Source: an optimization exercise on an open RTL-to-GDS flow (aim: small area and a short achievable clock period). Production flows keep margins and buffers that such runs may drop.
RTL that was checked went through simulation tests only; none was proved equivalent to the original.
Power figures rest on the tool's default switching activity, not on a simulated workload.

== ember ==
==> flow/design.v (excerpt) <==
module juletre (
    input  wire        clk,
    input  wire        rst,
    input  wire [23:0] cfg_chan_map,
    input  wire        cfg_polarity,
    input  wire [7:0]  cfg_reset_delay_us,
    input  wire        rx_valid,
    input  wire [7:0]  rx_data,
    input  wire        sig_take,
    input  wire [3:0]  pkt_rd_addr,
    output wire [7:0]  pkt_rd_data,
    output wire        pkt_rd_ok,
    output wire        new_data,
    output wire        evt_commit,
    output wire        evt_crc_fail,
    output wire        evt_rx_overrun,
    input  wire        pix_we,
    input  wire [4:0]  pix_addr,
    input  wire [7:0]  pix_wdata,
    input  wire        enc_start,
    input  wire [7:0]  enc_byte,
    output wire [31:0] enc_word,
    input  wire [5:0]  fb_rd_addr,
    output wire [31:0] fb_rd_data,
    output wire        fb_rd_ok,
    input  wire        tx_start,
    output wire        tx_out,
    output wire        tx_busy,
    output wire        enc_ready,
    output wire        enc_busy,
    output wire [1:0]  enc_status
);
For scale: roughly 3300 cells after synthesis, about 890 flip-flops, about 160 I/O pins.
clock: 10.0 ns
lec_check: 0
cap_margin: 10
core_margin: 2
core_utilization: 62
place_density: 0.72
slew_margin: 10
standard.sh (not shown) runs the stock make flow with config.mk's settings and CLKGATE_MAP_FILE= SYNTH_SCRIPT=/design/flow/synth_recipe.tcl, a recipe that flattens the netlist after the stock synthesis.
==> flow/flow/run.sh <==
#!/bin/bash
set -euo pipefail
bash standard.sh SETUP_SLACK_MARGIN=5.8 "BUFFER_PORTS_ARGS=-buffer_cell sky130_fd_sc_hd__buf_2" "CTS_ARGS=-sink_clustering_enable -repair_clock_nets -sink_clustering_size 26 -sink_clustering_max_diameter 100 -buf_list sky130_fd_sc_hd__clkbuf_16 -dont_use_dummy_load" finish > flow_make.log 2>&1
Relative to ember, the following input files were edited for violet:
==> flow/flow/run.sh <==
#!/bin/bash
set -euo pipefail
bash standard.sh SETUP_SLACK_MARGIN=6.0 "BUFFER_PORTS_ARGS=-buffer_cell sky130_fd_sc_hd__buf_2" "CTS_ARGS=-sink_clustering_enable -repair_clock_nets -sink_clustering_size 26 -sink_clustering_max_diameter 100 -buf_list sky130_fd_sc_hd__clkbuf_16 -dont_use_dummy_load" finish > flow_make.log 2>&1
==> comparison <==
ember -> violet: combined buffer and inverter count along the critical path delta 0, exact match. violet against ember: core utilization rose by 0.49 points; total routed wirelength rose by about 1.8%; share of the clock period used by the worst path stayed essentially flat.
Changes in delta relative to violet:
Settings: changing CORE_UTILIZATION from 62 to 58; changing CAP_MARGIN from 10 to 20; changing SLEW_MARGIN from 10 to 20; changing PLACE_DENSITY from 0.72 to 0.7.
==> flow/flow/run.sh <==
#!/bin/bash
set -euo pipefail
bash standard.sh SETUP_SLACK_MARGIN=5.7 "BUFFER_PORTS_ARGS=-buffer_cell sky130_fd_sc_hd__buf_1" "CTS_ARGS=-sink_clustering_enable -repair_clock_nets -sink_clustering_size 18 -sink_clustering_max_diameter 80 -buf_list sky130_fd_sc_hd__clkbuf_16 -dont_use_dummy_load" finish > flow_make.log 2>&1
==> comparison <==
Result for delta and violet: all clean
Per the comparison of delta with violet, leftover overflow at the end of global routing level, register-to-register slack down 0.23 ns, minimum clock period after layout climbed 0.046 ns.
After synthesis and placement, the instance count of delta is above that of violet.
Between delta and violet, transition time at the pin with the least slew margin is higher for violet, delta comes in under that.
Diff violet -> delta | count of nets after finishing | down slightly
Design area: delta < violet
In the reports for delta and violet, the smaller area of placed instances belongs to delta.
Edits applied to the flow inputs when going from delta to nickel:
==> flow/flow/run.sh <==
#!/bin/bash
set -euo pipefail
bash standard.sh SETUP_SLACK_MARGIN=5.7 "BUFFER_PORTS_ARGS=-buffer_cell sky130_fd_sc_hd__buf_1" "CTS_ARGS=-sink_clustering_enable -repair_clock_nets -sink_clustering_size 22 -sink_clustering_max_diameter 100 -buf_list sky130_fd_sc_hd__clkbuf_16 -dont_use_dummy_load" finish > flow_make.log 2>&1
Findings:
Measured against delta, the count of clock buffers in the final design of nickel comes out at 0.825 times the reference value. Compared with delta, in nickel worst hold slack was more or less identical, global-route wire length before repair went up by 800 um, total power went down by 1.9%, share of total power in combinational logic went up by 0.7 points. On global-route usage over all layers: between delta and nickel, it ends up higher for nickel.

---

Setup of run 1:
juletre, a different RTL version from the one above (not shown whole).
Size in the first run: ~3100 cells after synthesis, roughly 900 flip-flops, ~160 I/O pins, about 42000 um^2 of cells after synthesis.
// juletre
module juletre (
    input  wire        clk,
    input  wire        rst,
    input  wire [23:0] cfg_chan_map,
    input  wire        cfg_polarity,
    input  wire [7:0]  cfg_reset_delay_us,
    input  wire        rx_valid,
    input  wire [7:0]  rx_data,
    input  wire        sig_take,
    input  wire [3:0]  pkt_rd_addr,
    output wire [7:0]  pkt_rd_data,
    output wire        pkt_rd_ok,
    output wire        new_data,
    output wire        evt_commit,
    output wire        evt_crc_fail,
    output wire        evt_rx_overrun,
    input  wire        pix_we,
    input  wire [4:0]  pix_addr,
    input  wire [7:0]  pix_wdata,
    input  wire        enc_start,
    input  wire [7:0]  enc_byte,
    output wire [31:0] enc_word,
    input  wire [5:0]  fb_rd_addr,
    output wire [31:0] fb_rd_data,
    output wire        fb_rd_ok,
    input  wire        tx_start,
    output wire        tx_out,
    output wire        tx_busy,
    output wire        enc_ready,
    output wire        enc_busy,
    output wire [1:0]  enc_status
);
export LEC_CHECK = 0
export CAP_MARGIN = 20
export CORE_MARGIN = 2
export CORE_UTILIZATION = 45
export PLACE_DENSITY = 0.6
export SETUP_SLACK_MARGIN = 5
export SLEW_MARGIN = 20
create_clock -name core_clock -period 10.0 [get_ports {clk}]
==> flow/flow/run.sh <==
#!/bin/bash
set -euo pipefail
bash standard.sh SETUP_SLACK_MARGIN=5.7 finish > flow_make.log 2>&1
For run 2, these inputs were changed with respect to run 1:
- a change of PLACE_DENSITY from 0.6 to 0.7
- a deleted SETUP_SLACK_MARGIN that had been 5
- a change of CORE_UTILIZATION from 45 to 60
- an added CTS_BUF_LIST of sky130_fd_sc_hd__clkbuf_4
==> flow/flow/run.sh <==
#!/bin/bash
set -euo pipefail
bash standard.sh SETUP_SLACK_MARGIN=5.7 "BUFFER_PORTS_ARGS=-buffer_cell sky130_fd_sc_hd__buf_1" finish > flow_make.log 2>&1
==> comparison <==
Run 2 closes out successfully: all stages finished, all timing, DRC and antenna checks passed.
Diff run 1 -> run 2: clock distribution area overhead in the final layout fell by 0.27 points; longest individual stage delay on the worst path rose by 0.02 ns; share of the core filled with cells in the final layout rose by 16 points.
Higher number of detailed-routing iterations run before antenna repair goes to run 1 over run 2.
Setup slack (run 2 over run 1): decrease, 0.012 ns
A end point of the critical path of enc_word[25] is what run 2 shows, while enc_word[9] belongs to run 1.
In the flow results for run 2 and run 1, the total clock buffers created by CTS is smaller on run 1.
Run 2 vs run 1: clock buffer instance count of the final layout up by more than 100%
Input-level comparison between run 3 and run 2:
- swapping sky130_fd_sc_hd__clkbuf_4 for sky130_fd_sc_hd__clkbuf_8 in CTS_BUF_LIST
- putting CTS_CLUSTER_SIZE at 20 where nothing was set
## What came out
Compared with run 2, run 3 shows a final net count that is 81 lower.
On final critical-path share of the clock period, run 2 and run 3 are neck and neck.
Final design area excluding fillers on run 3 is down relative to run 2.
Transition time at the pin with the least slew margin delta for run 3 relative to run 2: 0.034 ns higher
Number of buffers and inverters on the critical path across run 2 and run 3: no real change.
Lower count of filler cells inserted in the layout among run 2 and run 3: run 3
Relative to run 2, the number of global-route vias before repair measured on run 3 has decreased slightly.
From run 3 to run 2, final HPWL from detailed placement did not move at all.
~same power density over the cells in run 2 and run 3
Layout overhead on the synthesized area (lower): run 3
Input-level comparison between run 4 and run 3:
- CTS_BUF_LIST removed (was sky130_fd_sc_hd__clkbuf_8)
- CTS_CLUSTER_SIZE removed (was 20)
- PLACE_DENSITY changed from 0.7 to 0.6
- CORE_UTILIZATION changed from 60 to 45
- SETUP_SLACK_MARGIN newly set to 5
==> flow/run.sh (new file) <==
#!/bin/bash
# synth_recipe.tcl (not shown) runs the flow's synth.tcl, then flattens the netlist and writes it again
# the make line also repeats each setting of config.mk as NAME=value (left out here)
make -C /OpenROAD-flow-scripts/flow DESIGN_CONFIG=/design/flow/config.mk WORK_HOME=/design/flow/orfs CLKGATE_MAP_FILE= SYNTH_SCRIPT=/design/flow/synth_recipe.tcl finish
removed: flow/flow/run.sh
removed: flow/standard.sh
Notes after the runs:
Delta (run 4 minus run 3): overall power of the completed layout has increased, utilization of the core after routing down 16 points, ratio of final minimum period to clock period moved up, global-route usage went down by 8.8 points, proportion of power drawn by combinational gates has decreased. Looking at setup slack after placement, run 4 sits 0.32 ns below run 3. Between run 4 and run 3, arrival time reported for the critical path endpoint is higher for run 4, run 3 comes in under that. Sequential cell area essentially unchanged between run 3 and run 4.
No functional check of the RTL was part of any run of this note.

[port drivers added, routing unchanged]
The flow's constraints put no driver on any port. The routed layouts listed below were extracted and timed again, unchanged, in two steps.
Step 1 assumes that a clkbuf_16 drives the clock port and a buf_2 every other input.
Step 2, shift: input delay + t, output delay - t, t = (earliest + latest rising clock arrival at the registers) / 2. This alone moves slack from input paths to output paths.
a / b / c = ideal ports / drivers / drivers and shift; a / b = the first two.
| run | t, ns | slack for setup (ns) | worst data-port slew with drivers (ns) |
|---|---|---|---|
| ember | 0.670 | 5.590 / 5.553 / 5.192 | 0.17 |
| violet | 0.674 | 5.577 / 5.532 / 5.387 | 0.06 |
| delta | 0.702 | 5.531 / 5.503 / 4.995 | 0.09 |
| nickel | 0.662 | 5.515 / 5.486 / 5.147 | 0.09 |
| run 1 | 0.741 | 5.604 / 5.560 / 4.984 | 0.09 |
| run 2 | 1.134 | 5.593 / 5.539 / 4.798 | 0.07 |
| run 3 | 0.871 | 5.584 / 5.531 / 4.768 | 0.07 |
| run 4 | 0.740 | 5.019 / 4.992 / 4.636 | 0.05 |
After both steps every run listed still meets setup and hold. For run 3, which loses most, drivers alone change the setup slack by -0.053 ns; drivers and shift together by -0.816 ns.
